This design comes from an exercise in tuning for small area, a short achievable clock period and few clock cycles per item on the open sky130 flow, not from production work. No run shown here included a check of the RTL's function; only the layout flow was run.

## flow/design.v

```verilog
module sb_xor  (input wire a, input wire b, output wire y); assign y = a ^ b;    endmodule
module sb_xnor (input wire a, input wire b, output wire y); assign y = ~(a ^ b); endmodule
module sb_and  (input wire a, input wire b, output wire y); assign y = a & b;    endmodule
module aes_sbox (input wire [7:0] a, output wire [7:0] y);
  wire [7:0] x = a;
  wire U0 = x[7];
  wire U1 = x[6];
  wire U2 = x[5];
  wire U3 = x[4];
  wire U4 = x[3];
  wire U5 = x[2];
  wire U6 = x[1];
  wire U7 = x[0];
  wire T1; sb_xor g0 (.a(U0), .b(U3), .y(T1));
  wire T2; sb_xor g1 (.a(U0), .b(U5), .y(T2));
  wire T3; sb_xor g2 (.a(U0), .b(U6), .y(T3));
  wire T4; sb_xor g3 (.a(U3), .b(U5), .y(T4));
  wire T5; sb_xor g4 (.a(U4), .b(U6), .y(T5));
  wire T6; sb_xor g5 (.a(T1), .b(T5), .y(T6));
  wire T7; sb_xor g6 (.a(U1), .b(U2), .y(T7));
  wire T8; sb_xor g7 (.a(U7), .b(T6), .y(T8));
  wire T9; sb_xor g8 (.a(U7), .b(T7), .y(T9));
  wire T10; sb_xor g9 (.a(T6), .b(T7), .y(T10));
  wire T11; sb_xor g10 (.a(U1), .b(U5), .y(T11));
  wire T12; sb_xor g11 (.a(U2), .b(U5), .y(T12));
  wire T13; sb_xor g12 (.a(T3), .b(T4), .y(T13));
  wire T14; sb_xor g13 (.a(T6), .b(T11), .y(T14));
  wire T15; sb_xor g14 (.a(T5), .b(T11), .y(T15));
  wire T16; sb_xor g15 (.a(T5), .b(T12), .y(T16));
  wire T17; sb_xor g16 (.a(T9), .b(T16), .y(T17));
  wire T18; sb_xor g17 (.a(U3), .b(U7), .y(T18));
  wire T19; sb_xor g18 (.a(T7), .b(T18), .y(T19));
  wire T20; sb_xor g19 (.a(T1), .b(T19), .y(T20));
  wire T21; sb_xor g20 (.a(U6), .b(U7), .y(T21));
  wire T22; sb_xor g21 (.a(T7), .b(T21), .y(T22));
  wire T23; sb_xor g22 (.a(T2), .b(T22), .y(T23));
  wire T24; sb_xor g23 (.a(T2), .b(T10), .y(T24));
  wire T25; sb_xor g24 (.a(T20), .b(T17), .y(T25));
  wire T26; sb_xor g25 (.a(T3), .b(T16), .y(T26));
  wire T27; sb_xor g26 (.a(T1), .b(T12), .y(T27));
  wire M1; sb_and g27 (.a(T13), .b(T6), .y(M1));
  wire M2; sb_and g28 (.a(T23), .b(T8), .y(M2));
  wire M3; sb_xor g29 (.a(T14), .b(M1), .y(M3));
  wire M4; sb_and g30 (.a(T19), .b(U7), .y(M4));
  wire M5; sb_xor g31 (.a(M4), .b(M1), .y(M5));
  wire M6; sb_and g32 (.a(T3), .b(T16), .y(M6));
  wire M7; sb_and g33 (.a(T22), .b(T9), .y(M7));
  wire M8; sb_xor g34 (.a(T26), .b(M6), .y(M8));
  wire M9; sb_and g35 (.a(T20), .b(T17), .y(M9));
  wire M10; sb_xor g36 (.a(M9), .b(M6), .y(M10));
  wire M11; sb_and g37 (.a(T1), .b(T15), .y(M11));
  wire M12; sb_and g38 (.a(T4), .b(T27), .y(M12));
  wire M13; sb_xor g39 (.a(M12), .b(M11), .y(M13));
  wire M14; sb_and g40 (.a(T2), .b(T10), .y(M14));
  wire M15; sb_xor g41 (.a(M14), .b(M11), .y(M15));
  wire M16; sb_xor g42 (.a(M3), .b(M2), .y(M16));
  wire M17; sb_xor g43 (.a(M5), .b(T24), .y(M17));
  wire M18; sb_xor g44 (.a(M8), .b(M7), .y(M18));
  wire M19; sb_xor g45 (.a(M10), .b(M15), .y(M19));
  wire M20; sb_xor g46 (.a(M16), .b(M13), .y(M20));
  wire M21; sb_xor g47 (.a(M17), .b(M15), .y(M21));
  wire M22; sb_xor g48 (.a(M18), .b(M13), .y(M22));
  wire M23; sb_xor g49 (.a(M19), .b(T25), .y(M23));
  wire M24; sb_xor g50 (.a(M22), .b(M23), .y(M24));
  wire M25; sb_and g51 (.a(M22), .b(M20), .y(M25));
  wire M26; sb_xor g52 (.a(M21), .b(M25), .y(M26));
  wire M27; sb_xor g53 (.a(M20), .b(M21), .y(M27));
  wire M28; sb_xor g54 (.a(M23), .b(M25), .y(M28));
  wire M29; sb_and g55 (.a(M28), .b(M27), .y(M29));
  wire M30; sb_and g56 (.a(M26), .b(M24), .y(M30));
  wire M31; sb_and g57 (.a(M20), .b(M23), .y(M31));
  wire M32; sb_and g58 (.a(M27), .b(M31), .y(M32));
  wire M33; sb_xor g59 (.a(M27), .b(M25), .y(M33));
  wire M34; sb_and g60 (.a(M21), .b(M22), .y(M34));
  wire M35; sb_and g61 (.a(M24), .b(M34), .y(M35));
  wire M36; sb_xor g62 (.a(M24), .b(M25), .y(M36));
  wire M37; sb_xor g63 (.a(M21), .b(M29), .y(M37));
  wire M38; sb_xor g64 (.a(M32), .b(M33), .y(M38));
  wire M39; sb_xor g65 (.a(M23), .b(M30), .y(M39));
  wire M40; sb_xor g66 (.a(M35), .b(M36), .y(M40));
  wire M41; sb_xor g67 (.a(M38), .b(M40), .y(M41));
  wire M42; sb_xor g68 (.a(M37), .b(M39), .y(M42));
  wire M43; sb_xor g69 (.a(M37), .b(M38), .y(M43));
  wire M44; sb_xor g70 (.a(M39), .b(M40), .y(M44));
  wire M45; sb_xor g71 (.a(M42), .b(M41), .y(M45));
  wire M46; sb_and g72 (.a(M44), .b(T6), .y(M46));
  wire M47; sb_and g73 (.a(M40), .b(T8), .y(M47));
  wire M48; sb_and g74 (.a(M39), .b(U7), .y(M48));
  wire M49; sb_and g75 (.a(M43), .b(T16), .y(M49));
  wire M50; sb_and g76 (.a(M38), .b(T9), .y(M50));
  wire M51; sb_and g77 (.a(M37), .b(T17), .y(M51));
  wire M52; sb_and g78 (.a(M42), .b(T15), .y(M52));
  wire M53; sb_and g79 (.a(M45), .b(T27), .y(M53));
  wire M54; sb_and g80 (.a(M41), .b(T10), .y(M54));
  wire M55; sb_and g81 (.a(M44), .b(T13), .y(M55));
  wire M56; sb_and g82 (.a(M40), .b(T23), .y(M56));
  wire M57; sb_and g83 (.a(M39), .b(T19), .y(M57));
  wire M58; sb_and g84 (.a(M43), .b(T3), .y(M58));
  wire M59; sb_and g85 (.a(M38), .b(T22), .y(M59));
  wire M60; sb_and g86 (.a(M37), .b(T20), .y(M60));
  wire M61; sb_and g87 (.a(M42), .b(T1), .y(M61));
  wire M62; sb_and g88 (.a(M45), .b(T4), .y(M62));
  wire M63; sb_and g89 (.a(M41), .b(T2), .y(M63));
  wire L0; sb_xor g90 (.a(M61), .b(M62), .y(L0));
  wire L1; sb_xor g91 (.a(M50), .b(M56), .y(L1));
  wire L2; sb_xor g92 (.a(M46), .b(M48), .y(L2));
  wire L3; sb_xor g93 (.a(M47), .b(M55), .y(L3));
  wire L4; sb_xor g94 (.a(M54), .b(M58), .y(L4));
  wire L5; sb_xor g95 (.a(M49), .b(M61), .y(L5));
  wire L6; sb_xor g96 (.a(M62), .b(L5), .y(L6));
  wire L7; sb_xor g97 (.a(M46), .b(L3), .y(L7));
  wire L8; sb_xor g98 (.a(M51), .b(M59), .y(L8));
  wire L9; sb_xor g99 (.a(M52), .b(M53), .y(L9));
  wire L10; sb_xor g100 (.a(M53), .b(L4), .y(L10));
  wire L11; sb_xor g101 (.a(M60), .b(L2), .y(L11));
  wire L12; sb_xor g102 (.a(M48), .b(M51), .y(L12));
  wire L13; sb_xor g103 (.a(M50), .b(L0), .y(L13));
  wire L14; sb_xor g104 (.a(M52), .b(M61), .y(L14));
  wire L15; sb_xor g105 (.a(M55), .b(L1), .y(L15));
  wire L16; sb_xor g106 (.a(M56), .b(L0), .y(L16));
  wire L17; sb_xor g107 (.a(M57), .b(L1), .y(L17));
  wire L18; sb_xor g108 (.a(M58), .b(L8), .y(L18));
  wire L19; sb_xor g109 (.a(M63), .b(L4), .y(L19));
  wire L20; sb_xor g110 (.a(L0), .b(L1), .y(L20));
  wire L21; sb_xor g111 (.a(L1), .b(L7), .y(L21));
  wire L22; sb_xor g112 (.a(L3), .b(L12), .y(L22));
  wire L23; sb_xor g113 (.a(L18), .b(L2), .y(L23));
  wire L24; sb_xor g114 (.a(L15), .b(L9), .y(L24));
  wire L25; sb_xor g115 (.a(L6), .b(L10), .y(L25));
  wire L26; sb_xor g116 (.a(L7), .b(L9), .y(L26));
  wire L27; sb_xor g117 (.a(L8), .b(L10), .y(L27));
  wire L28; sb_xor g118 (.a(L11), .b(L14), .y(L28));
  wire L29; sb_xor g119 (.a(L11), .b(L17), .y(L29));
  wire S0; sb_xor g120 (.a(L6), .b(L24), .y(S0));
  wire S1; sb_xnor g121 (.a(L16), .b(L26), .y(S1));
  wire S2; sb_xnor g122 (.a(L19), .b(L28), .y(S2));
  wire S3; sb_xor g123 (.a(L6), .b(L21), .y(S3));
  wire S4; sb_xor g124 (.a(L20), .b(L22), .y(S4));
  wire S5; sb_xor g125 (.a(L25), .b(L29), .y(S5));
  wire S6; sb_xnor g126 (.a(L13), .b(L27), .y(S6));
  wire S7; sb_xnor g127 (.a(L6), .b(L23), .y(S7));
  wire [7:0] s = {S0, S1, S2, S3, S4, S5, S6, S7};
  assign y = s;
endmodule
module aes_sbox_ed (input wire [7:0] a, input wire dec, output wire [7:0] y);
  wire [7:0] ai = {a[6] ^ a[4] ^ a[1], a[5] ^ a[3] ^ a[0], a[7] ^ a[4] ^ a[2], a[6] ^ a[3] ^ a[1],
                   a[5] ^ a[2] ^ a[0], ~(a[7] ^ a[4] ^ a[1]), a[6] ^ a[3] ^ a[0], ~(a[7] ^ a[5] ^ a[2])};
  wire [7:0] x = dec ? ai : a;
  wire U0 = x[7];
  wire U1 = x[6];
  wire U2 = x[5];
  wire U3 = x[4];
  wire U4 = x[3];
  wire U5 = x[2];
  wire U6 = x[1];
  wire U7 = x[0];
  wire T1; sb_xor g0 (.a(U0), .b(U3), .y(T1));
  wire T2; sb_xor g1 (.a(U0), .b(U5), .y(T2));
  wire T3; sb_xor g2 (.a(U0), .b(U6), .y(T3));
  wire T4; sb_xor g3 (.a(U3), .b(U5), .y(T4));
  wire T5; sb_xor g4 (.a(U4), .b(U6), .y(T5));
  wire T6; sb_xor g5 (.a(T1), .b(T5), .y(T6));
  wire T7; sb_xor g6 (.a(U1), .b(U2), .y(T7));
  wire T8; sb_xor g7 (.a(U7), .b(T6), .y(T8));
  wire T9; sb_xor g8 (.a(U7), .b(T7), .y(T9));
  wire T10; sb_xor g9 (.a(T6), .b(T7), .y(T10));
  wire T11; sb_xor g10 (.a(U1), .b(U5), .y(T11));
  wire T12; sb_xor g11 (.a(U2), .b(U5), .y(T12));
  wire T13; sb_xor g12 (.a(T3), .b(T4), .y(T13));
  wire T14; sb_xor g13 (.a(T6), .b(T11), .y(T14));
  wire T15; sb_xor g14 (.a(T5), .b(T11), .y(T15));
  wire T16; sb_xor g15 (.a(T5), .b(T12), .y(T16));
  wire T17; sb_xor g16 (.a(T9), .b(T16), .y(T17));
  wire T18; sb_xor g17 (.a(U3), .b(U7), .y(T18));
  wire T19; sb_xor g18 (.a(T7), .b(T18), .y(T19));
  wire T20; sb_xor g19 (.a(T1), .b(T19), .y(T20));
  wire T21; sb_xor g20 (.a(U6), .b(U7), .y(T21));
  wire T22; sb_xor g21 (.a(T7), .b(T21), .y(T22));
  wire T23; sb_xor g22 (.a(T2), .b(T22), .y(T23));
  wire T24; sb_xor g23 (.a(T2), .b(T10), .y(T24));
  wire T25; sb_xor g24 (.a(T20), .b(T17), .y(T25));
  wire T26; sb_xor g25 (.a(T3), .b(T16), .y(T26));
  wire T27; sb_xor g26 (.a(T1), .b(T12), .y(T27));
  wire M1; sb_and g27 (.a(T13), .b(T6), .y(M1));
  wire M2; sb_and g28 (.a(T23), .b(T8), .y(M2));
  wire M3; sb_xor g29 (.a(T14), .b(M1), .y(M3));
  wire M4; sb_and g30 (.a(T19), .b(U7), .y(M4));
  wire M5; sb_xor g31 (.a(M4), .b(M1), .y(M5));
  wire M6; sb_and g32 (.a(T3), .b(T16), .y(M6));
  wire M7; sb_and g33 (.a(T22), .b(T9), .y(M7));
  wire M8; sb_xor g34 (.a(T26), .b(M6), .y(M8));
  wire M9; sb_and g35 (.a(T20), .b(T17), .y(M9));
  wire M10; sb_xor g36 (.a(M9), .b(M6), .y(M10));
  wire M11; sb_and g37 (.a(T1), .b(T15), .y(M11));
  wire M12; sb_and g38 (.a(T4), .b(T27), .y(M12));
  wire M13; sb_xor g39 (.a(M12), .b(M11), .y(M13));
  wire M14; sb_and g40 (.a(T2), .b(T10), .y(M14));
  wire M15; sb_xor g41 (.a(M14), .b(M11), .y(M15));
  wire M16; sb_xor g42 (.a(M3), .b(M2), .y(M16));
  wire M17; sb_xor g43 (.a(M5), .b(T24), .y(M17));
  wire M18; sb_xor g44 (.a(M8), .b(M7), .y(M18));
  wire M19; sb_xor g45 (.a(M10), .b(M15), .y(M19));
  wire M20; sb_xor g46 (.a(M16), .b(M13), .y(M20));
  wire M21; sb_xor g47 (.a(M17), .b(M15), .y(M21));
  wire M22; sb_xor g48 (.a(M18), .b(M13), .y(M22));
  wire M23; sb_xor g49 (.a(M19), .b(T25), .y(M23));
  wire M24; sb_xor g50 (.a(M22), .b(M23), .y(M24));
  wire M25; sb_and g51 (.a(M22), .b(M20), .y(M25));
  wire M26; sb_xor g52 (.a(M21), .b(M25), .y(M26));
  wire M27; sb_xor g53 (.a(M20), .b(M21), .y(M27));
  wire M28; sb_xor g54 (.a(M23), .b(M25), .y(M28));
  wire M29; sb_and g55 (.a(M28), .b(M27), .y(M29));
  wire M30; sb_and g56 (.a(M26), .b(M24), .y(M30));
  wire M31; sb_and g57 (.a(M20), .b(M23), .y(M31));
  wire M32; sb_and g58 (.a(M27), .b(M31), .y(M32));
  wire M33; sb_xor g59 (.a(M27), .b(M25), .y(M33));
  wire M34; sb_and g60 (.a(M21), .b(M22), .y(M34));
  wire M35; sb_and g61 (.a(M24), .b(M34), .y(M35));
  wire M36; sb_xor g62 (.a(M24), .b(M25), .y(M36));
  wire M37; sb_xor g63 (.a(M21), .b(M29), .y(M37));
  wire M38; sb_xor g64 (.a(M32), .b(M33), .y(M38));
  wire M39; sb_xor g65 (.a(M23), .b(M30), .y(M39));
  wire M40; sb_xor g66 (.a(M35), .b(M36), .y(M40));
  wire M41; sb_xor g67 (.a(M38), .b(M40), .y(M41));
  wire M42; sb_xor g68 (.a(M37), .b(M39), .y(M42));
  wire M43; sb_xor g69 (.a(M37), .b(M38), .y(M43));
  wire M44; sb_xor g70 (.a(M39), .b(M40), .y(M44));
  wire M45; sb_xor g71 (.a(M42), .b(M41), .y(M45));
  wire M46; sb_and g72 (.a(M44), .b(T6), .y(M46));
  wire M47; sb_and g73 (.a(M40), .b(T8), .y(M47));
  wire M48; sb_and g74 (.a(M39), .b(U7), .y(M48));
  wire M49; sb_and g75 (.a(M43), .b(T16), .y(M49));
  wire M50; sb_and g76 (.a(M38), .b(T9), .y(M50));
  wire M51; sb_and g77 (.a(M37), .b(T17), .y(M51));
  wire M52; sb_and g78 (.a(M42), .b(T15), .y(M52));
  wire M53; sb_and g79 (.a(M45), .b(T27), .y(M53));
  wire M54; sb_and g80 (.a(M41), .b(T10), .y(M54));
  wire M55; sb_and g81 (.a(M44), .b(T13), .y(M55));
  wire M56; sb_and g82 (.a(M40), .b(T23), .y(M56));
  wire M57; sb_and g83 (.a(M39), .b(T19), .y(M57));
  wire M58; sb_and g84 (.a(M43), .b(T3), .y(M58));
  wire M59; sb_and g85 (.a(M38), .b(T22), .y(M59));
  wire M60; sb_and g86 (.a(M37), .b(T20), .y(M60));
  wire M61; sb_and g87 (.a(M42), .b(T1), .y(M61));
  wire M62; sb_and g88 (.a(M45), .b(T4), .y(M62));
  wire M63; sb_and g89 (.a(M41), .b(T2), .y(M63));
  wire L0; sb_xor g90 (.a(M61), .b(M62), .y(L0));
  wire L1; sb_xor g91 (.a(M50), .b(M56), .y(L1));
  wire L2; sb_xor g92 (.a(M46), .b(M48), .y(L2));
  wire L3; sb_xor g93 (.a(M47), .b(M55), .y(L3));
  wire L4; sb_xor g94 (.a(M54), .b(M58), .y(L4));
  wire L5; sb_xor g95 (.a(M49), .b(M61), .y(L5));
  wire L6; sb_xor g96 (.a(M62), .b(L5), .y(L6));
  wire L7; sb_xor g97 (.a(M46), .b(L3), .y(L7));
  wire L8; sb_xor g98 (.a(M51), .b(M59), .y(L8));
  wire L9; sb_xor g99 (.a(M52), .b(M53), .y(L9));
  wire L10; sb_xor g100 (.a(M53), .b(L4), .y(L10));
  wire L11; sb_xor g101 (.a(M60), .b(L2), .y(L11));
  wire L12; sb_xor g102 (.a(M48), .b(M51), .y(L12));
  wire L13; sb_xor g103 (.a(M50), .b(L0), .y(L13));
  wire L14; sb_xor g104 (.a(M52), .b(M61), .y(L14));
  wire L15; sb_xor g105 (.a(M55), .b(L1), .y(L15));
  wire L16; sb_xor g106 (.a(M56), .b(L0), .y(L16));
  wire L17; sb_xor g107 (.a(M57), .b(L1), .y(L17));
  wire L18; sb_xor g108 (.a(M58), .b(L8), .y(L18));
  wire L19; sb_xor g109 (.a(M63), .b(L4), .y(L19));
  wire L20; sb_xor g110 (.a(L0), .b(L1), .y(L20));
  wire L21; sb_xor g111 (.a(L1), .b(L7), .y(L21));
  wire L22; sb_xor g112 (.a(L3), .b(L12), .y(L22));
  wire L23; sb_xor g113 (.a(L18), .b(L2), .y(L23));
  wire L24; sb_xor g114 (.a(L15), .b(L9), .y(L24));
  wire L25; sb_xor g115 (.a(L6), .b(L10), .y(L25));
  wire L26; sb_xor g116 (.a(L7), .b(L9), .y(L26));
  wire L27; sb_xor g117 (.a(L8), .b(L10), .y(L27));
  wire L28; sb_xor g118 (.a(L11), .b(L14), .y(L28));
  wire L29; sb_xor g119 (.a(L11), .b(L17), .y(L29));
  wire S0; sb_xor g120 (.a(L6), .b(L24), .y(S0));
  wire S1; sb_xnor g121 (.a(L16), .b(L26), .y(S1));
  wire S2; sb_xnor g122 (.a(L19), .b(L28), .y(S2));
  wire S3; sb_xor g123 (.a(L6), .b(L21), .y(S3));
  wire S4; sb_xor g124 (.a(L20), .b(L22), .y(S4));
  wire S5; sb_xor g125 (.a(L25), .b(L29), .y(S5));
  wire S6; sb_xnor g126 (.a(L13), .b(L27), .y(S6));
  wire S7; sb_xnor g127 (.a(L6), .b(L23), .y(S7));
  wire [7:0] s = {S0, S1, S2, S3, S4, S5, S6, S7};
  wire [7:0] si = {s[6] ^ s[4] ^ s[1], s[5] ^ s[3] ^ s[0], s[7] ^ s[4] ^ s[2], s[6] ^ s[3] ^ s[1],
                   s[5] ^ s[2] ^ s[0], ~(s[7] ^ s[4] ^ s[1]), s[6] ^ s[3] ^ s[0], ~(s[7] ^ s[5] ^ s[2])};
  assign y = dec ? si : s;
endmodule
module aes256_cbc #(
  parameter [127:0] IV0 = 128'h0102030405060708090a0b0c0d0e0f10
) (
  input  wire         clk,
  input  wire         rst,         
  input  wire         in_valid,
  output wire         in_ready,
  input  wire [1:0]   in_op,
  input  wire         in_first,
  input  wire [127:0] in_data,
  input  wire [255:0] in_key,
  output wire         out_valid,
  input  wire         out_ready,
  output wire [127:0] out_data,
  output wire [1:0]   out_err
);
  localparam [1:0] OP_KEXP = 2'd0, OP_ENC = 2'd1, OP_DEC = 2'd2, OP_ERR = 2'd3;
  localparam [1:0] E_NONE = 2'd0, E_ILLEGAL = 2'd1, E_NOKEY = 2'd2;
  reg         busy;           
  reg [1:0]   op;             
  reg [1:0]   err;            
  reg [3:0]   rnd;            
  reg         aesv;           
  reg         ovalid;
  reg [127:0] obuf;           
  reg [1:0]   oerr;
  reg [127:0] state;
  reg [127:0] chain;          
  reg [127:0] mask;           
  reg [255:0] k0;             
  reg [255:0] kn;             
  reg [255:0] w;              
  wire is_enc  = (op == OP_ENC);
  wire is_dec  = (op == OP_DEC);
  wire is_kexp = (op == OP_KEXP);
  reg         parked;         
  wire at_end  = busy && !parked &&
                 (is_enc ? (rnd == 4'd14) : is_dec ? (rnd == 4'd0) :
                  is_kexp ? (rnd == 4'd13) : 1'b1);
  wire done    = at_end || (busy && parked);
  wire fin     = done && (!ovalid || out_ready);
  wire park    = at_end && !fin;
  assign in_ready  = !ovalid && (!busy || (done && !is_kexp));
  assign out_valid = ovalid;
  assign out_data  = obuf;
  assign out_err   = oerr;
  wire accept = in_valid && in_ready;
  function automatic [7:0] xtime(input [7:0] a);
    xtime = {a[6:0], 1'b0} ^ (a[7] ? 8'h1b : 8'h00);
  endfunction
  function automatic [31:0] mix_col(input [31:0] c);
    reg [7:0] a0, a1, a2, a3, t;
    begin
      a0 = c[31:24]; a1 = c[23:16]; a2 = c[15:8]; a3 = c[7:0];
      t = a0 ^ a1 ^ a2 ^ a3;
      mix_col[31:24] = a0 ^ t ^ xtime(a0 ^ a1);
      mix_col[23:16] = a1 ^ t ^ xtime(a1 ^ a2);
      mix_col[15:8]  = a2 ^ t ^ xtime(a2 ^ a3);
      mix_col[7:0]   = a3 ^ t ^ xtime(a3 ^ a0);
    end
  endfunction
  function automatic [31:0] pre_col(input [31:0] c, input en);
    reg [7:0] a0, a1, a2, a3, u, v;
    begin
      a0 = c[31:24]; a1 = c[23:16]; a2 = c[15:8]; a3 = c[7:0];
      u = xtime(xtime(a0 ^ a2)) & {8{en}};
      v = xtime(xtime(a1 ^ a3)) & {8{en}};
      pre_col = {a0 ^ u, a1 ^ v, a2 ^ u, a3 ^ v};
    end
  endfunction
  wire [127:0] sb;
  genvar g;
  generate
    for (g = 0; g < 16; g = g + 1) begin : g_sbox
      aes_sbox_ed u_sb (.a(state[8*g +: 8]), .dec(is_dec), .y(sb[8*g +: 8]));
    end
  endgenerate
  reg [127:0] sr;
  integer r, c;
  always @(*) begin
    for (r = 0; r < 4; r = r + 1)
      for (c = 0; c < 4; c = c + 1)
        sr[127 - 8*(r + 4*c) -: 8] = is_dec ? sb[127 - 8*(r + 4*((c + 4 - r) % 4)) -: 8]
                                              : sb[127 - 8*(r + 4*((c + r) % 4)) -: 8];
  end
  wire [127:0] wa   = w[255:128];
  wire [127:0] wb   = w[127:0];
  wire [127:0] rkey = is_dec ? wa : wb;
  wire [127:0] x1 = sr ^ (rkey & {128{is_dec}});
  wire [127:0] x2 = {pre_col(x1[127:96], is_dec), pre_col(x1[95:64], is_dec),
                     pre_col(x1[63:32], is_dec),  pre_col(x1[31:0], is_dec)};
  wire [127:0] q_norm = {mix_col(x2[127:96]), mix_col(x2[95:64]),
                         mix_col(x2[63:32]),  mix_col(x2[31:0])} ^ (rkey & {128{!is_dec}});
  wire [127:0] q_last = x1 ^ (is_dec ? mask : rkey);
  wire [31:0] ks_in  = is_dec ? wa[31:0] : wb[31:0];
  wire [31:0] ks_rot = rnd[0] ? {ks_in[23:0], ks_in[31:24]} : ks_in;
  wire [31:0] ks_sub;
  generate
    for (g = 0; g < 4; g = g + 1) begin : g_ksbox
      aes_sbox u_ksb (.a(ks_rot[8*g +: 8]), .y(ks_sub[8*g +: 8]));
    end
  endgenerate
  reg [7:0] rcon;
  always @(*) begin
    case (rnd)
      4'd1:    rcon = 8'h01;
      4'd3:    rcon = 8'h02;
      4'd5:    rcon = 8'h04;
      4'd7:    rcon = 8'h08;
      4'd9:    rcon = 8'h10;
      4'd11:   rcon = 8'h20;
      4'd13:   rcon = 8'h40;
      default: rcon = 8'h00;
    endcase
  end
  wire [31:0]  kt  = ks_sub ^ {rcon, 24'h0};
  wire [31:0]  f0  = wa[127:96] ^ kt;
  wire [31:0]  f1  = wa[95:64]  ^ f0;
  wire [31:0]  f2  = wa[63:32]  ^ f1;
  wire [31:0]  f3  = wa[31:0]   ^ f2;
  wire [255:0] w_fwd  = {wb, f0, f1, f2, f3};
  wire [255:0] w_back = {wb[127:96] ^ kt, wb[95:64] ^ wb[127:96], wb[63:32] ^ wb[95:64],
                         wb[31:0] ^ wb[63:32], wa};
  wire [127:0] cv     = (fin && is_enc && !parked) ? q_last : chain;     
  wire [127:0] xin    = in_first ? IV0 : cv;
  wire         new_enc = (in_op == OP_ENC) && aesv;
  wire         new_dec = (in_op == OP_DEC) && aesv;
  wire [127:0] init   = in_data ^ (new_enc ? (xin ^ k0[255:128]) : kn[127:0]);
  wire         load_w = (accept && (new_enc || new_dec)) || (busy && is_kexp && rnd == 4'd0);
  always @(posedge clk) begin
    state <= accept ? init : q_norm;
    if (load_w)      w <= new_dec && accept ? kn : k0;
    else if (is_dec) w <= w_back;
    else             w <= w_fwd;
    if (accept && in_op == OP_KEXP) k0 <= in_key;
    if (at_end && is_kexp)          kn <= w_fwd;
    if (accept && new_dec)          mask <= xin;
    else if (park)                  mask <= q_last;
  end
  always @(posedge clk) begin
    if (rst) begin
      busy   <= 1'b0;
      parked <= 1'b0;
      aesv   <= 1'b0;
      ovalid <= 1'b0;
      chain  <= IV0;
    end else begin
      if (fin) begin
        ovalid <= 1'b1;
        obuf   <= !(is_enc || is_dec) ? 128'h0 : parked ? mask : q_last;
        oerr   <= (op == OP_ERR) ? err : E_NONE;
      end else if (out_ready) begin
        ovalid <= 1'b0;
      end
      if (at_end && is_enc) chain <= q_last;
      if (park) parked <= 1'b1;
      if (fin) begin
        busy   <= 1'b0;
        parked <= 1'b0;
      end
      rnd <= is_dec ? rnd - 4'd1 : rnd + 4'd1;
      if (accept) begin
        busy <= 1'b1;
        if (in_op == OP_ERR) begin
          op  <= OP_ERR;
          err <= E_ILLEGAL;
        end else if (in_op == OP_KEXP) begin
          op   <= OP_KEXP;
          aesv <= 1'b1;
          rnd  <= 4'd0;
        end else if (!aesv) begin
          op  <= OP_ERR;
          err <= E_NOKEY;
        end else if (in_op == OP_ENC) begin
          op  <= OP_ENC;
          rnd <= 4'd1;
        end else begin
          op    <= OP_DEC;
          rnd   <= 4'd13;
          chain <= in_data;
        end
      end
    end
  end
endmodule
```

## flow/run.sh

```bash
#!/bin/bash
# synth_recipe.tcl (not shown) runs the flow's synth.tcl, then flattens the netlist and writes it again
# the make line also repeats each setting of config.mk as NAME=value (left out here)
make -C /OpenROAD-flow-scripts/flow DESIGN_CONFIG=/design/flow/config.mk WORK_HOME=/design/flow/orfs CLKGATE_MAP_FILE= SYNTH_SCRIPT=/design/flow/synth_recipe.tcl finish
```

## flow/config.mk

```make
export PLATFORM = sky130hd
export DESIGN_NAME = aes256_cbc
export DESIGN_NICKNAME = aes256_cbc
export VERILOG_FILES = /design/flow/design.v
export SDC_FILE = /design/flow/constraint.sdc
export NUM_CORES = 8
export LEC_CHECK = 0
export CAP_MARGIN = 20
export CORE_MARGIN = 2
export CORE_UTILIZATION = 45
export PLACE_DENSITY = 0.6
export SLEW_MARGIN = 20
export SYNTH_HIERARCHICAL = 1
export SYNTH_MINIMUM_KEEP_SIZE = 0
```

## flow/constraint.sdc

```tcl
create_clock -name core_clock -period 11.0 [get_ports {clk}]
set_input_delay 2.2000 -clock core_clock [delete_from_list [all_inputs] [get_ports {clk}]]
set_output_delay 2.2000 -clock core_clock [all_outputs]
set_load 0.01 [all_outputs]
```

==> impl_metrics.env, run 1 <==
export IMPL_nFillCells=21600
export IMPL_r2r_setup_slack_ns=0.42
export IMPL_cts_buffers=153
export IMPL_outcome="timing/DRC/antenna clean"
export IMPL_period_share_pct=96.2
export IMPL_ys_ff_latch=1294
export IMPL_final_common_cell="xor2_1"
export IMPL_worstPathRequired_ns=11.68
export IMPL_place_inst=14400
export IMPL_dr_max_layer_used="met5"
export IMPL_met2WireLength_um=186000
export IMPL_grt_first_pass_wirelength_um=637000
export IMPL_vias=85100
export IMPL_criticalPathCategory="reg2reg"
export IMPL_cp_arrival_ns=11.26
export IMPL_pin_count=523
export IMPL_finalSetupViolCount=0
export IMPL_syn_area_per_cell_sq_um=9.89
export IMPL_final_hold_viol_count=0
export IMPL_finalNonFillerCells=14700
export IMPL_relSlewSlack_pct=7.63
export IMPL_cts_root_buffer_cell="clkbuf_16"
export IMPL_start_kind="flop"
export IMPL_grt_max_degree=207
export IMPL_synth_top_area_cell="edfxtp_1"
export IMPL_critPathMaxStageDelay_ns=0.50
export IMPL_utilization_pct=52.3
export IMPL_hp_class="reg2reg"
export IMPL_clkSinkCount=1294
export IMPL_route_detailed_drc=0
export IMPL_grt_pass1_vias=79900
export IMPL_drt_total_wl_um=473000
export IMPL_min_path_cells=0
export IMPL_start_util_pct=45.1
export IMPL_ant_nets=0
export IMPL_ctsHoldBuffers=0
export IMPL_skew_ns=0.0302
export IMPL_drv_cap=0
export IMPL_htreeDepth=4
export IMPL_synth_main_ff_cell="edfxtp_1"
export IMPL_syn_to_final_growth_pct=15.9
export IMPL_hpwl_um=374000
export IMPL_cts_max_path_buffers=3
export IMPL_synth_edf_count=778
export IMPL_core_area_sq_mm=0.235
export IMPL_grt_overflow_total=0
export IMPL_routabilityCongestion=1.06
export IMPL_clk_latency_ns=0.85
export IMPL_drt_initial_drc_count=11900
export IMPL_cts_tree="done"
export IMPL_ys_warn_count=7
export IMPL_drt_pass1_iter_count=6
export IMPL_wl_met3_um=61100
export IMPL_drv_slew=0
export IMPL_yosysSeqAreaShare_pct=31.8
export IMPL_grt_usage_pct=38.3
export IMPL_antenna_found_initial=31
export IMPL_path_buf_inv=3
export IMPL_crit_top_cell="xor2_1"
export IMPL_wl_per_cell_um=32.2
export IMPL_async_flop_share_pct=0
export IMPL_dieArea_sq_mm=0.239
export IMPL_worstPathMaxFanout=31
export IMPL_finalNetCount=11800
export IMPL_synthDominantCellAreaShare_pct=22.1
export IMPL_max_freq_mhz=94.5
export IMPL_synth_cell_types=80
export IMPL_worst_pin_slew_ns=1.35
export IMPL_syn_nets=11100
export IMPL_slowest_stage="xor3_1"
export IMPL_synthesis_area_sq_mm=0.106
export IMPL_die_width_um=489
export IMPL_drive_gt1_share_pct=10.6
export IMPL_crit_path_end_kind="flop"
export IMPL_portBuffers=522
export IMPL_path_depth=32
export IMPL_met1_length_um=196000
export IMPL_placement_rows=178
export IMPL_final_cell_mix="2356 x xor2_1, 1018 x xnor2_1, 988 x and2_1"
export IMPL_via_per_inst=5.79
export IMPL_hold_ws_ns=0.482
export IMPL_rsz0062_at_grt="no"
export IMPL_reg2reg_depth=32
export IMPL_synthTopCellsByArea="edfxtp_1 22%, xor2_1 20%, dfxtp_1 9.8%"
export IMPL_period_needed_ns=10.58
export IMPL_syn_inst=10700
export IMPL_clk_pin_slew_ns=0.06
export IMPL_die_y_um=489
export IMPL_crit_family="XOR/XNOR gates"
[flip-flops by register name, indices dropped and copies added, names as in the netlist, 2 cells and up]
name	flops
op	2
chain	128
rnd	4
err	2
kn	256
w	256
obuf	128
oerr	2
mask	128
state	128
k0	256
[Yosys stat by module (local to each module, per instance)]
| module | cells | flops+latches |
|---|---|---|
| sb_and | 1 | 0 |
| aes256_cbc | 7510 | 1294 |
| aes_sbox | 8 | 0 |
| sb_xor | 1 | 0 |
| sb_xnor | 1 | 0 |
| aes_sbox_ed | 38 | 0 |
[Yosys cell counts, types with 6 or more instances]
cell and n:
a21oi_1 661, inv_1 65, o311ai_0 14, o21ai_1 26, or2_2 11, xor3_1 283
mux2_2 207, nand2_1 830, a22oi_1 7, buf_4 43, xor2_2 18, a211o_2 6
o31a_1 6, a211o_1 27, a21boi_0 33, nor2_1 661, xor2_1 2363, nand2b_1 27
o21ai_0 263, buf_2 63, a211oi_1 409, ha_1 10, xnor2_1 1025, o22ai_1 75
xnor2_2 26, nand3b_1 36, and3_1 6, dfxtp_1 516, mux2i_1 199, nand3_1 51
nor2b_1 37, buf_1 65, nor3_1 63, o211ai_1 60, clkbuf_1 375, o211a_1 70
buf_6 24, mux2_4 23, edfxtp_1 778, o21a_1 25, o22a_1 11, xnor3_1 111
mux2i_4 16, and2_1 990, mux2i_2 22
[per-stage QoR]
stage / area (sq um) / worst slack [ns] / TNS [ns]
6_report: 123000 / 0.418 / 0
5_1_grt: 123000 / 0.00810 / 0
4_1_cts: 123000 / 0.0948 / 0
2_1_floorplan: 106000 / 1.90 / 0
3_3_place_gp: 117000 / 0.117 / 0
3_5_place_dp: 117000 / -0.0803 / -0.131
[metal layers]
layer	track usage (%)	vias up
li1	-	37600
met1	53.0	41900
met2	51.5	4830
met3	13.4	779
met4	20.5	18
met5	0.584	-
[worst paths after layout]
check             start         to
setup / recovery  op[0]  state[68]
hold / removal    w[22]    kn[150]
setup reg to reg  op[0]  state[68]
hold reg to reg   w[22]    kn[150]
[repair_timing]
item / CTS / global route
buffers inserted: 0 / 5
resized for setup: 2 / 21
setup endpoints to repair: 3 / 103
pin swaps: 0 / 1
[cell type report]
cell class | instances | area [sq um] | share of cell area, %
clock inverters | 85 | 1070 | 0.870
clock buffers | 201 | 4190 | 3.41
inverters | 69 | 269 | 0.219
well taps | 3150 | 3940 | 3.21
diodes | 30 | 75.1 | 0.0611
flip-flops and latches | 1294 | 33700 | 27.4
multi-input cells | 8776 | 69800 | 56.8
repair buffers | 1100 | 9840 | 8.01
[logic make-up (layout without fill, tap and decap cells)]
group | Yosys count | count (layout) | synth area share, %
adders and majority gates | 10 | 10 | 0.118
muxes | 473 | 473 | 5.11
DFF | 1294 | 1294 | 31.8
other | 0 | 30 | 0
and+or+nand+nor | 2737 | 2737 | 12.6
xor gates and xnor gates | 3831 | 3831 | 37.5
AOI/OAI and AO/OA | 1725 | 1725 | 10.2
buffers and inverters | 640 | 1455 | 2.67
==> run 2, diff against run 1 <==
--- a/flow/design.v
+++ b/flow/design.v
@@ -144,3 +144,3 @@
 endmodule
-module aes_sbox_ed (input wire [7:0] a, input wire dec, output wire [7:0] y);
+module aes_sbox_ed (input wire [7:0] a, input wire dec, output wire [7:0] y, output wire [7:0] yi);
   wire [7:0] ai = {a[6] ^ a[4] ^ a[1], a[5] ^ a[3] ^ a[0], a[7] ^ a[4] ^ a[2], a[6] ^ a[3] ^ a[1],
@@ -287,3 +287,4 @@
                    s[5] ^ s[2] ^ s[0], ~(s[7] ^ s[4] ^ s[1]), s[6] ^ s[3] ^ s[0], ~(s[7] ^ s[5] ^ s[2])};
-  assign y = dec ? si : s;
+  assign y = s;
+  assign yi = si;
 endmodule
@@ -305,6 +306,5 @@
 );
-  localparam [1:0] OP_KEXP = 2'd0, OP_ENC = 2'd1, OP_DEC = 2'd2, OP_ERR = 2'd3;
+  localparam [1:0] OP_KEXP = 2'd0, OP_ENC = 2'd1, OP_DEC = 2'd2, OP_ILL = 2'd3;
   localparam [1:0] E_NONE = 2'd0, E_ILLEGAL = 2'd1, E_NOKEY = 2'd2;
   reg         busy;           
-  reg [1:0]   op;             
   reg [1:0]   err;            
@@ -321,5 +321,6 @@
   reg [255:0] w;              
-  wire is_enc  = (op == OP_ENC);
-  wire is_dec  = (op == OP_DEC);
-  wire is_kexp = (op == OP_KEXP);
+  reg  enc, dec, kexp;        
+  wire is_enc  = enc;
+  wire is_dec  = dec;
+  wire is_kexp = kexp;
   reg         parked;         
@@ -340,10 +341,10 @@
   function automatic [31:0] mix_col(input [31:0] c);
-    reg [7:0] a0, a1, a2, a3, t;
+    reg [7:0] a0, a1, a2, a3, s01, s12, s23, s30;
     begin
       a0 = c[31:24]; a1 = c[23:16]; a2 = c[15:8]; a3 = c[7:0];
-      t = a0 ^ a1 ^ a2 ^ a3;
-      mix_col[31:24] = a0 ^ t ^ xtime(a0 ^ a1);
-      mix_col[23:16] = a1 ^ t ^ xtime(a1 ^ a2);
-      mix_col[15:8]  = a2 ^ t ^ xtime(a2 ^ a3);
-      mix_col[7:0]   = a3 ^ t ^ xtime(a3 ^ a0);
+      s01 = a0 ^ a1; s12 = a1 ^ a2; s23 = a2 ^ a3; s30 = a3 ^ a0;
+      mix_col[31:24] = xtime(s01) ^ a1 ^ s23;
+      mix_col[23:16] = xtime(s12) ^ a2 ^ s30;
+      mix_col[15:8]  = xtime(s23) ^ a3 ^ s01;
+      mix_col[7:0]   = xtime(s30) ^ a0 ^ s12;
     end
@@ -359,3 +360,3 @@
   endfunction
-  wire [127:0] sb;
+  wire [127:0] sb, sbi;
   genvar g;
@@ -363,6 +364,6 @@
     for (g = 0; g < 16; g = g + 1) begin : g_sbox
-      aes_sbox_ed u_sb (.a(state[8*g +: 8]), .dec(is_dec), .y(sb[8*g +: 8]));
+      aes_sbox_ed u_sb (.a(state[8*g +: 8]), .dec(dec), .y(sb[8*g +: 8]), .yi(sbi[8*g +: 8]));
     end
   endgenerate
-  reg [127:0] sr;
+  reg [127:0] sr, isr;
   integer r, c;
@@ -370,16 +371,16 @@
     for (r = 0; r < 4; r = r + 1)
-      for (c = 0; c < 4; c = c + 1)
-        sr[127 - 8*(r + 4*c) -: 8] = is_dec ? sb[127 - 8*(r + 4*((c + 4 - r) % 4)) -: 8]
-                                              : sb[127 - 8*(r + 4*((c + r) % 4)) -: 8];
+      for (c = 0; c < 4; c = c + 1) begin
+        sr[127 - 8*(r + 4*c) -: 8]  = sb[127 - 8*(r + 4*((c + r) % 4)) -: 8];
+        isr[127 - 8*(r + 4*c) -: 8] = sbi[127 - 8*(r + 4*((c + 4 - r) % 4)) -: 8];
+      end
   end
   wire [127:0] wa   = w[255:128];
-  wire [127:0] wb   = w[127:0];
-  wire [127:0] rkey = is_dec ? wa : wb;
-  wire [127:0] x1 = sr ^ (rkey & {128{is_dec}});
-  wire [127:0] x2 = {pre_col(x1[127:96], is_dec), pre_col(x1[95:64], is_dec),
-                     pre_col(x1[63:32], is_dec),  pre_col(x1[31:0], is_dec)};
+  wire [127:0] rkey = w[127:0];       
+  wire [127:0] x1 = dec ? (isr ^ rkey) : sr;
+  wire [127:0] x2 = {pre_col(x1[127:96], dec), pre_col(x1[95:64], dec),
+                     pre_col(x1[63:32], dec),  pre_col(x1[31:0], dec)};
   wire [127:0] q_norm = {mix_col(x2[127:96]), mix_col(x2[95:64]),
-                         mix_col(x2[63:32]),  mix_col(x2[31:0])} ^ (rkey & {128{!is_dec}});
-  wire [127:0] q_last = x1 ^ (is_dec ? mask : rkey);
-  wire [31:0] ks_in  = is_dec ? wa[31:0] : wb[31:0];
+                         mix_col(x2[63:32]),  mix_col(x2[31:0])} ^ (rkey & {128{!dec}});
+  wire [127:0] q_last = x1 ^ (dec ? mask : rkey);
+  wire [31:0] ks_in  = rkey[31:0];
   wire [31:0] ks_rot = rnd[0] ? {ks_in[23:0], ks_in[31:24]} : ks_in;
@@ -404,10 +405,8 @@
   end
-  wire [31:0]  kt  = ks_sub ^ {rcon, 24'h0};
-  wire [31:0]  f0  = wa[127:96] ^ kt;
-  wire [31:0]  f1  = wa[95:64]  ^ f0;
-  wire [31:0]  f2  = wa[63:32]  ^ f1;
-  wire [31:0]  f3  = wa[31:0]   ^ f2;
-  wire [255:0] w_fwd  = {wb, f0, f1, f2, f3};
-  wire [255:0] w_back = {wb[127:96] ^ kt, wb[95:64] ^ wb[127:96], wb[63:32] ^ wb[95:64],
-                         wb[31:0] ^ wb[63:32], wa};
+  wire [31:0]  kt = ks_sub ^ {rcon, 24'h0};
+  wire [31:0]  e0 = wa[127:96] ^ kt;
+  wire [31:0]  e1 = wa[95:64] ^ (dec ? wa[127:96] : e0);
+  wire [31:0]  e2 = wa[63:32] ^ (dec ? wa[95:64]  : e1);
+  wire [31:0]  e3 = wa[31:0]  ^ (dec ? wa[63:32]  : e2);
+  wire [255:0] w_step = {rkey, e0, e1, e2, e3};
   wire [127:0] cv     = (fin && is_enc && !parked) ? q_last : chain;     
@@ -416,3 +415,4 @@
   wire         new_dec = (in_op == OP_DEC) && aesv;
-  wire [127:0] init   = in_data ^ (new_enc ? (xin ^ k0[255:128]) : kn[127:0]);
+  wire [255:0] kstart = (new_dec && !(busy && is_kexp)) ? kn : k0;
+  wire [127:0] init   = in_data ^ (xin & {128{new_enc}}) ^ kstart[255:128];
   wire         load_w = (accept && (new_enc || new_dec)) || (busy && is_kexp && rnd == 4'd0);
@@ -420,7 +420,5 @@
     state <= accept ? init : q_norm;
-    if (load_w)      w <= new_dec && accept ? kn : k0;
-    else if (is_dec) w <= w_back;
-    else             w <= w_fwd;
+    w <= load_w ? kstart : w_step;
     if (accept && in_op == OP_KEXP) k0 <= in_key;
-    if (at_end && is_kexp)          kn <= w_fwd;
+    if (at_end && is_kexp)          kn <= {e0, e1, e2, e3, rkey};
     if (accept && new_dec)          mask <= xin;
@@ -439,3 +437,3 @@
         obuf   <= !(is_enc || is_dec) ? 128'h0 : parked ? mask : q_last;
-        oerr   <= (op == OP_ERR) ? err : E_NONE;
+        oerr   <= err;
       end else if (out_ready) begin
@@ -452,18 +450,9 @@
         busy <= 1'b1;
-        if (in_op == OP_ERR) begin
-          op  <= OP_ERR;
-          err <= E_ILLEGAL;
-        end else if (in_op == OP_KEXP) begin
-          op   <= OP_KEXP;
-          aesv <= 1'b1;
-          rnd  <= 4'd0;
-        end else if (!aesv) begin
-          op  <= OP_ERR;
-          err <= E_NOKEY;
-        end else if (in_op == OP_ENC) begin
-          op  <= OP_ENC;
-          rnd <= 4'd1;
-        end else begin
-          op    <= OP_DEC;
-          rnd   <= 4'd13;
+        enc  <= new_enc;
+        dec  <= new_dec;
+        kexp <= (in_op == OP_KEXP);
+        err  <= (in_op == OP_ILL) ? E_ILLEGAL : (in_op != OP_KEXP && !aesv) ? E_NOKEY : E_NONE;
+        if (in_op == OP_KEXP) aesv <= 1'b1;
+        rnd  <= (in_op == OP_KEXP) ? 4'd0 : (in_op == OP_ENC) ? 4'd1 : 4'd13;
+        if (new_dec) begin
           chain <= in_data;
--- a/flow/config.mk
+++ b/flow/config.mk
@@ -11,2 +11,3 @@
 export PLACE_DENSITY = 0.6
+export SETUP_SLACK_MARGIN = 3
 export SLEW_MARGIN = 20
==> impl_metrics.env, run 2 <==
export IMPL_reg_top3="k0 (256), kn (256), w (256)"
export IMPL_die_y_um=472
export IMPL_hpwl_um=327000
export IMPL_ys_warn_count=7
export IMPL_rsz0062_at_grt="yes"
export IMPL_grt_max_degree=234
export IMPL_wl_per_cell_um=30.5
export IMPL_synth_top_area_cell="edfxtp_1"
export IMPL_antenna_found_initial=36
export IMPL_final_cell_mix="1286 x xor2_1, 1102 x nor2_1, 1073 x buf_4"
export IMPL_period_needed_ns=8.31
export IMPL_hold_ws_ns=0.420
export IMPL_finalNetCount=11700
export IMPL_cts_tree="done"
export IMPL_final_hold_viol_count=0
export IMPL_criticalPathCategory="reg2reg"
export IMPL_reg2reg_depth=39
export IMPL_grt_pass1_vias=75800
export IMPL_grt_first_pass_wirelength_um=583000
export IMPL_slowest_stage="edfxtp_1"
export IMPL_cts_buffers=150
export IMPL_relSlewSlack_pct=7.30
export IMPL_gr_usage_met3_pct=8.00
export IMPL_portBuffers=522
export IMPL_drive_gt1_share_pct=29.8
export IMPL_finalSetupViolCount=0
export IMPL_worstPathMaxFanout=15
export IMPL_use_met2_pct=56.5
export IMPL_synthDominantCellAreaShare_pct=23.8
export IMPL_period_share_pct=75.6
export IMPL_dieArea_sq_mm=0.222
export IMPL_clkSinkCount=1295
export IMPL_clk_latency_ns=0.86
export IMPL_drt_pass1_iter_count=8
export IMPL_worst_pin_slew_ns=1.35
export IMPL_drv_cap=0
export IMPL_syn_area_per_cell_sq_um=9.80
export IMPL_grt_usage_pct=37.2
export IMPL_via_per_inst=5.58
export IMPL_placement_rows=171
export IMPL_syn_to_final_growth_pct=38.0
export IMPL_synth_common_cells="2224 x xor2_1, 1316 x xnor2_1, 1119 x nor2_1"
export IMPL_vias=79900
export IMPL_clk_pin_slew_ns=0.06
export IMPL_max_freq_mhz=120
export IMPL_final_common_cell="xor2_1"
export IMPL_cp_arrival_ns=9.06
export IMPL_yosysSeqAreaShare_pct=34.3
export IMPL_htreeDepth=4
export IMPL_synthesis_area_sq_mm=0.0984
export IMPL_finalNonFillerCells=14300
export IMPL_place_inst=13100
export IMPL_ctsHoldBuffers=0
export IMPL_ys_ff_latch=1295
export IMPL_synth_main_ff_cell="edfxtp_1"
export IMPL_synth_cell_types=67
export IMPL_setup_slack_ns=2.69
export IMPL_routabilityCongestion=1.03
export IMPL_route_detailed_drc=0
export IMPL_worstPathRequired_ns=11.75
export IMPL_syn_nets=10400
export IMPL_dp_slack_ns=0.245
export IMPL_grt_overflow_total=0
export IMPL_pin_count=523
export IMPL_start_util_pct=45.3
export IMPL_cts_max_path_buffers=3
export IMPL_async_flop_share_pct=0
export IMPL_start_kind="flop"
export IMPL_critPathMaxStageDelay_ns=0.41
export IMPL_setup_tns_ns=0
export IMPL_drt_initial_drc_count=8893
export IMPL_ant_nets=0
export IMPL_synth_edf_count=779
export IMPL_skew_ns=0.0669
export IMPL_die_width_um=472
export IMPL_drt_total_wl_um=437000
export IMPL_core_area_sq_mm=0.217
export IMPL_hp_class="reg2reg"
export IMPL_synthTopCellsByArea="edfxtp_1 24%, xor2_1 20%, xnor2_1 12%"
export IMPL_cts_root_buffer_cell="clkbuf_16"
export IMPL_grt_use_met1_pct=49.4
export IMPL_top_usage_layer="met2"
export IMPL_drv_slew=0
export IMPL_outcome="timing/DRC/antenna clean"
export IMPL_syn_inst=10000
export IMPL_min_path_cells=0
export IMPL_yosys_cell_count_top_type="xor2_1"
export IMPL_crit_path_end_kind="flop"
run 2: changes by cell type after synthesis, moves of 51 or more:
cell,before,now
a211oi_1,409,118
nand2_1,830,308
xor2_1,2363,2224
clkbuf_1,375,304
mux2i_1,199,301
a21oi_1,661,905
buf_4,43,174
xnor2_1,1025,1316
xor3_1,283,144
o211a_1,70,1
nor3_1,63,12
nor2_1,661,1119
and2_1,990,683
run 2: worst paths after layout:
kind              slack, ns          to    from
setup reg to reg       2.69  state[116]     dec
hold / removal         0.42     oerr[1]  err[1]
hold reg to reg        0.42     oerr[1]  err[1]
setup / recovery       2.69  state[116]     dec
run 2: routing by layer:
metal / wire [um] / vias up
met1: 172000 / 40000
met2: 192000 / 3949
met3: 41700 / 862
met4: 31000 / 18
li1: - / 35100
met5: 108 / -
run 2: critical path: cells and delay by family, from the launching register on:
kind / cells / cell delay, ns
DFF: 1 / 0.41
buffers and inverters: 12 / 2.06
xor gates and xnor gates: 21 / 4.47
AOI/OAI and AO/OA: 2 / 0.30
muxes: 1 / 0.38
and+or+nand+nor: 3 / 0.55
run 2: per-module statistics from Yosys (local to each module, per instance):
module       cell area, sq um  cells inside  times used  flip-flops and latches
sb_and                   6.26             1         680                       0
sb_xor                   8.76             1        1800                       0
sb_xnor                  8.76             1          80                       0
aes_sbox_ed               444            39          16                       0
aes_sbox                 60.1             8           4                       0
aes256_cbc              70300          6821           1                    1295
run 2: cell type report:
| class | count | area (sq um) |
|---|---|---|
| Clock buffer | 206 | 4150 |
| Antenna cell | 14 | 35.0 |
| Clock inverter | 75 | 1160 |
| Inverter | 56 | 213 |
| Timing Repair Buffer | 1740 | 15600 |
| Tap cell | 2854 | 3570 |
| Fill cell | 17300 | 81400 |
| Multi-Input combinational cell | 8080 | 77200 |
| Sequential cell | 1295 | 33800 |
run 2: stage by stage:
stage	util, %	instance area [sq um]
after floorplan	-	98400
after global placement	49.1	107000
after detailed placement	49.1	107000
after CTS	56.6	123000
after global routing	62.5	136000
final	62.5	136000
run 2: cells by family (layout without fill, tap and decap cells):
kind of cell / after synthesis / in the layout / synth area share (%)
compound gates: 1556 / 1556 / 8.82
buf+inv: 662 / 2077 / 3.32
other cells: 0 / 14 / 0
xor+xnor: 3806 / 3806 / 37.6
fa+ha+maj: 5 / 5 / 0.0636
mux: 491 / 491 / 5.37
flops: 1295 / 1295 / 34.3
simple gates: 2222 / 2222 / 10.5
run 2: what timing repair did:
item / 4_1_cts / 5_1_grt
setup buffers: 379 / 522
pin swaps: 334 / 531
gates resized for setup: 1095 / 1297
setup endpoints to repair: 591 / 221
cloned: 6 / 6
==> run 3, diff against run 2 <==
--- a/flow/config.mk
+++ b/flow/config.mk
@@ -11,3 +11,3 @@
 export PLACE_DENSITY = 0.6
-export SETUP_SLACK_MARGIN = 3
+export SETUP_SLACK_MARGIN = 2
 export SLEW_MARGIN = 20
==> impl_metrics.env, run 3 <==
export IMPL_synthesis_area_sq_mm=0.0984
export IMPL_portBuffers=522
export IMPL_placement_rows=171
export IMPL_hpwl_um=318000
export IMPL_syn_nets=10400
export IMPL_ys_warn_count=7
export IMPL_relSlewSlack_pct=10.5
export IMPL_seqCellArea_sq_mm=0.0337
export IMPL_synth_top_area_cell="edfxtp_1"
export IMPL_die_y_um=472
export IMPL_dp_slack_ns=1.01
export IMPL_cts_buffers=154
export IMPL_min_from="err[1]"
export IMPL_start_util_pct=45.3
export IMPL_finalNonFillerCells=13600
export IMPL_worstPathMaxFanout=24
export IMPL_criticalPathCategory="reg2reg"
export IMPL_drt_pass1_iter_count=8
export IMPL_final_hold_viol_count=0
export IMPL_synthDominantCellAreaShare_pct=23.8
export IMPL_finalSetupViolCount=0
export IMPL_setup_slack_ns=2.19
export IMPL_setup_tns_ns=0
export IMPL_final_common_cell="xor2_1"
export IMPL_cp_arrival_ns=9.50
export IMPL_clkSinkCount=1295
export IMPL_period_needed_ns=8.81
export IMPL_hp_class="reg2reg"
export IMPL_final_cell_mix="1922 x xor2_1, 1202 x xnor2_1, 1112 x nor2_1"
export IMPL_via_per_inst=5.60
export IMPL_yosys_cell_count_top_type="xor2_1"
export IMPL_synthTopCellsByArea="edfxtp_1 24%, xor2_1 20%, xnor2_1 12%"
export IMPL_drt_total_wl_um=406000
export IMPL_cts_root_buffer_cell="clkbuf_16"
export IMPL_crit_path_end_kind="flop"
export IMPL_async_flop_share_pct=0
export IMPL_core_area_sq_mm=0.217
export IMPL_vias=76200
export IMPL_grt_max_degree=221
export IMPL_die_width_um=472
export IMPL_reg2reg_from="dec"
export IMPL_startpoint="dec"
export IMPL_grt_overflow_total=0
export IMPL_period_share_pct=80.1
export IMPL_grt_usage_pct=35.2
export IMPL_skew_ns=0.0601
export IMPL_synth_common_cells="2224 x xor2_1, 1316 x xnor2_1, 1119 x nor2_1"
export IMPL_grt_pass1_vias=72800
export IMPL_synth_cell_types=67
export IMPL_start_kind="flop"
export IMPL_reg_top3="k0 (256), kn (256), w (256)"
export IMPL_outcome="timing/DRC/antenna clean"
export IMPL_syn_to_final_growth_pct=19.9
export IMPL_slowest_stage="mux2_2"
export IMPL_antenna_found_initial=33
export IMPL_drive_gt1_share_pct=14.2
export IMPL_ant_nets=0
export IMPL_critPathMaxStageDelay_ns=0.45
export IMPL_nFillCells=19300
export IMPL_synth_main_ff_cell="edfxtp_1"
export IMPL_routabilityCongestion=1.03
export IMPL_clk_latency_ns=0.86
export IMPL_drv_cap=0
export IMPL_route_detailed_drc=0
export IMPL_htreeDepth=4
export IMPL_wl_per_cell_um=29.9
export IMPL_yosysSeqAreaShare_pct=34.3
export IMPL_syn_inst=10000
export IMPL_drt_initial_drc_count=8901
export IMPL_pin_count=523
export IMPL_place_inst=13200
export IMPL_clk_pin_slew_ns=0.06
export IMPL_ys_ff_latch=1295
export IMPL_max_freq_mhz=113
export IMPL_cts_tree="done"
export IMPL_drv_slew=0
export IMPL_cts_max_path_buffers=3
export IMPL_crit_top_cell="xor2_1"
export IMPL_finalNetCount=11000
export IMPL_worst_pin_slew_ns=1.31
export IMPL_rsz0062_at_grt="yes"
export IMPL_grt_first_pass_wirelength_um=554000
export IMPL_worstPathRequired_ns=11.69
export IMPL_multiInputGateArea_sq_mm=0.0657
export IMPL_dieArea_sq_mm=0.222
export IMPL_synth_edf_count=779
export IMPL_syn_area_per_cell_sq_um=9.80
[run 3: final timing paths]
check                                  to  slack [ns]  depth (start not counted)
worst min-delay path              oerr[1]        0.43                          0
worst max-delay path            state[21]        2.19                         37
worst max register to register  state[21]        2.19                         37
worst min register to register    oerr[1]        0.43                          0
[run 3: per-layer routing]
metal | global-route usage, % | vias up | share of wire (%) | wire [um]
met5 | 0 | - | 0.0098 | 40
met3 | 6.52 | 651 | 8.8 | 35900
li1 | - | 34200 | - | -
met2 | 53.5 | 3675 | 44 | 177000
met1 | 48.1 | 37700 | 42 | 169000
met4 | 17.5 | 6 | 5.9 | 23800
[run 3: timing repair]
action / in CTS / in global routing
setup endpoints to repair: 128 / 160
pin swaps: 13 / 82
cloned: 2 / 0
gates resized for setup: 197 / 361
setup buffers: 17 / 119
hold buffers: 0 / 0
[run 3: kinds of logic (layout without fill, tap and decap cells)]
family	Yosys count	count (layout)	share of synthesized area, %
AO/OA/AOI/OAI	1556	1556	8.82
XOR/XNOR	3806	3806	37.6
adder cells (fa/ha/maj)	5	5	0.0636
buffers and inverters	662	1354	3.32
flip-flops	1295	1295	34.3
multiplexers	491	491	5.37
other	0	8	0
AND/OR/NAND/NOR	2222	2222	10.5
[run 3: metrics by stage]
| stage | cell area (sq um) | hold WS [ns] | util, % |
|---|---|---|---|
| 2_1_floorplan | 98400 | 0.400 | - |
| 3_3_place_gp | 107000 | 0.406 | 49.3 |
| 3_5_place_dp | 107000 | 0.407 | 49.3 |
| 4_1_cts | 114000 | 0.426 | 52.6 |
| 5_1_grt | 118000 | 0.433 | 54.3 |
| 6_report | 118000 | 0.425 | 54.3 |
[run 3: modules after synthesis (local to each module, per instance)]
module       cells  cell area, sq um  flops+latches  times used
aes_sbox         8              60.1              0           4
aes256_cbc    6821             70300           1295           1
sb_xnor          1              8.76              0          80
sb_and           1              6.26              0         680
aes_sbox_ed     39               444              0          16
sb_xor           1              8.76              0        1800
[run 3: critical path: cells and delay by family (launching register included)]
family,cells,cell delay (ns)
XOR/XNOR,22,4.99
AO/OA/AOI/OAI,1,0.20
AND/OR/NAND/NOR,3,0.47
buffers and inverters,9,1.80
flip-flops,1,0.37
multiplexers,2,0.77
[run 3: cell type report]
| cell class | instances | share of cell area, % |
|---|---|---|
| antenna | 8 | 0.0170 |
| clock buffer | 181 | 3.49 |
| clock inverter | 108 | 1.28 |
| inverter | 56 | 0.180 |
| multi-input combinational | 8080 | 55.7 |
| sequential | 1295 | 28.6 |
| tap | 2854 | 3.03 |
| timing repair buffer | 1009 | 7.73 |

## port drivers added, routing unchanged
Ports are ideal in the flow. The routed layouts listed here were re-timed in OpenROAD. Step 1 assumes that a clkbuf_16 drives the clock port and a buf_2 every other input. Step 2 moves the port delays by t, midway between the first and last clock arrival at a register: inputs arrive t later, outputs are due t later. That takes back most of the time a late clock gives input paths. Three values: ideal ports, drivers, drivers and shift; two values: the first two.
run | shift t [ns] | setup slack, ns | latest minus earliest clock arrival (ns)
run 1 | 0.934 | 0.418 / 0.418 / 0.418 | 0.033 / 0.033
run 2 | 0.938 | 2.688 / 2.688 / 2.688 | 0.081 / 0.082
run 3 | 0.930 | 2.185 / 2.185 / 2.185 | 0.060 / 0.060
After both steps every run listed still meets setup and hold.
